What follows belongs to an exercise in optimizing a design on an open flow for small area, a short achievable clock period and few clock cycles; a production flow would make more cautious choices.
At most, simulation tests tie the RTL to the original design; equivalence was not proved.

// corr_engine
module corr_engine #(
    parameter TIMEOUT_TICKS = 10,
    parameter SEQ_RESET     = 0
) (
    input  wire       clk,
    input  wire       rst,           
    input  wire       cmd_valid,
    output wire       cmd_ready,
    input  wire [1:0] cmd_op,        
    input  wire [7:0] cmd_seq,       
    output reg        ev_valid,
    input  wire       ev_ready,
    output reg  [3:0] ev_code,
    output reg  [7:0] ev_seq
);
export LEC_CHECK = 0
export CAP_MARGIN = 20
export CORE_MARGIN = 2
export CORE_UTILIZATION = 40
export SETUP_SLACK_MARGIN = 4.4
export SLEW_MARGIN = 20
create_clock -name core_clock -period 7.5 [get_ports {clk}]
standard.sh (not shown) runs the stock make flow with config.mk's settings and CLKGATE_MAP_FILE= SYNTH_SCRIPT=/design/flow/synth_recipe.tcl, a recipe that flattens the netlist after the stock synthesis.
==> flow/flow/run.sh <==
#!/bin/bash
# The standard layout (the standard.sh, all steps), except that the
# buffers buffer_ports puts on every input and output port are
# sky130_fd_sc_hd__buf_2 cells instead of the tool's default choice.
# The full output of the flow goes to standard.log in this folder; the
# per-step tool logs stay under orfs/logs as standard.sh writes them.
export BUFFER_PORTS_ARGS="-buffer_cell sky130_fd_sc_hd__buf_2"
bash standard.sh > standard.log 2>&1
Change:
--- a/flow/design.v
+++ b/flow/design.v
@@ -148,25 +148,22 @@
     wire [3:0] em_code = m_any ? EV_TIMEOUT : c_send ? EV_SEND_ACCEPTED : EV_UNMATCHED;
     wire [7:0] eh_seq  = m_any ? {m_row, m_col} : c_send ? REASON_SEQ_BUSY : c_seq;
     wire [7:0] em_seq  = m_any ? {m_row, m_col} : c_seq;
     wire [3:0] e_code  = hit ? eh_code : em_code;
     wire [7:0] e_seq   = hit ? eh_seq  : em_seq;
     wire [3:0] hh_code = b_v ? b_code : eh_code;
     wire [3:0] hm_code = b_v ? b_code : em_code;
     wire [7:0] hh_seq  = b_v ? b_seq  : eh_seq;
     wire [7:0] hm_seq  = b_v ? b_seq  : em_seq;
-    reg         rst_q;
-    always @(posedge clk)
-        rst_q <= rst;
     wire        wen  = (exec_sr && !(c_send && force_rej)) || t_read;
-    wire        wval = c_send && !rst_q;
-    wire [15:0] wrow = {16{rst_q}} | ({16{wen}} & c_row);
-    wire [15:0] wcol = {16{rst_q}} | (t_read ? rmask : c_col);
+    wire        wval = c_send && !rst;
+    wire [15:0] wrow = {16{rst}} | ({16{wen}} & c_row);
+    wire [15:0] wcol = {16{rst}} | (t_read ? rmask : c_col);
     generate
         for (gr = 0; gr < 16; gr = gr + 1) begin : g_wr
             for (gc = 0; gc < 16; gc = gc + 1) begin : g_wc
                 if (16*gr + gc < 255) begin : g_bit
                     always @(posedge clk)
                         if (wrow[gr] && wcol[gc])
                             pend_valid[16*gr + gc] <= wval;
                 end
             end
After rerunning: Wire length grows slightly; synthesized cell count stays flat; count of clock-buffer cells in the layout is lower by 4; flip-flop and latch count falls by 1; global-route usage went up by 0.29 points.
Testbench counts after the change, summed over its fixed seeds: cycles 25,242.
Function not checked in the first run of this note: the RTL went through the layout flow alone.

--- another note on this design; it stands on its own ---

## old
// corr_engine
module corr_engine #(
    parameter TIMEOUT_TICKS = 10,
    parameter SEQ_RESET     = 0
) (
    input  wire       clk,
    input  wire       rst,           
    input  wire       cmd_valid,
    output wire       cmd_ready,
    input  wire [1:0] cmd_op,        
    input  wire [7:0] cmd_seq,       
    output reg        ev_valid,
    input  wire       ev_ready,
    output reg  [3:0] ev_code,
    output reg  [7:0] ev_seq
);
For scale: ~1900 cells after synthesis, roughly 0.022 mm2 of cells after synthesis.
Settings: LEC_CHECK=0, CAP_MARGIN=20, CORE_MARGIN=2, CORE_UTILIZATION=40, SETUP_SLACK_MARGIN=4.4, SLEW_MARGIN=20; clock period 7.5 ns.
standard.sh (not shown) runs the stock make flow with config.mk's settings and CLKGATE_MAP_FILE= SYNTH_SCRIPT=/design/flow/synth_recipe.tcl, a recipe that flattens the netlist after the stock synthesis.
==> flow/flow/run.sh <==
#!/bin/bash
# The standard layout (the standard.sh, all steps), except that the
# buffers buffer_ports puts on every input and output port are
# sky130_fd_sc_hd__buf_2 cells instead of the tool's default choice.
# The full output of the flow goes to standard.log in this folder; the
# per-step tool logs stay under orfs/logs as standard.sh writes them.
export BUFFER_PORTS_ARGS="-buffer_cell sky130_fd_sc_hd__buf_2"
bash standard.sh > standard.log 2>&1
Testbench counts of old, summed over its fixed seeds: cycles 25,242.
Inputs modified between old and new:
==> flow/run.sh (new file) <==
#!/bin/bash
# synth_recipe.tcl (not shown) runs the flow's synth.tcl, then flattens the netlist and writes it again
# the make line also repeats each setting of config.mk as NAME=value (left out here)
make -C /OpenROAD-flow-scripts/flow DESIGN_CONFIG=/design/flow/config.mk WORK_HOME=/design/flow/orfs CLKGATE_MAP_FILE= SYNTH_SCRIPT=/design/flow/synth_recipe.tcl finish
removed: flow/flow/run.sh
removed: flow/standard.sh
==> comparison <==
- new did not stop at any stage, and its layout met the timing, design-rule and antenna checks.
- Taking old as the reference, in new synthesized cell count has remained practically unchanged; setup-violating endpoint count in the final report shows no meaningful change.
- new ended up with c_seq[4] as its critical path launch point; old ended up with c_seq[5].
- Re flip-flop and latch count: no difference whatsoever between new and old.

[static timing again, ports no longer ideal]
The flow's constraints put no driver on any port. The routed layouts listed below were extracted and timed again, unchanged, in two steps. Step 1, drivers: a clkbuf_16 drives clk and a buf_2 each remaining input, both assumed. Step 2 adds t to the input delays and takes it off the output delays; t is the mean of the earliest and latest rising clock arrival at the registers after step 1. Input paths then give back, and output paths get back, about the clock's delay inside the block. Slacks: ideal / step 1 / step 2; pairs: ideal / step 1.
| run | t (ns) | slack for setup (ns) | hold slack, ns | worst slew at a driven data input, ns |
|---|---|---|---|---|
| the first run of note 1 | 0.660 | 4.450 / 4.450 / 3.961 | 0.418 / 0.418 / 0.418 | 0.04 |
| the second run of note 1 | 0.668 | 4.513 / 4.518 / 3.878 | 0.408 / 0.408 / 0.408 | 0.04 |
| old | 0.657 | 4.309 / 4.309 / 3.710 | 0.439 / 0.439 / 0.439 | 0.04 |
| new | 0.668 | 4.275 / 4.275 / 3.839 | 0.446 / 0.446 / 0.446 | 0.04 |
After both steps setup and hold are still met in every run listed. For the second run of note 1, which loses most, drivers alone change the setup slack by +0.005 ns; drivers and shift together by -0.635 ns.
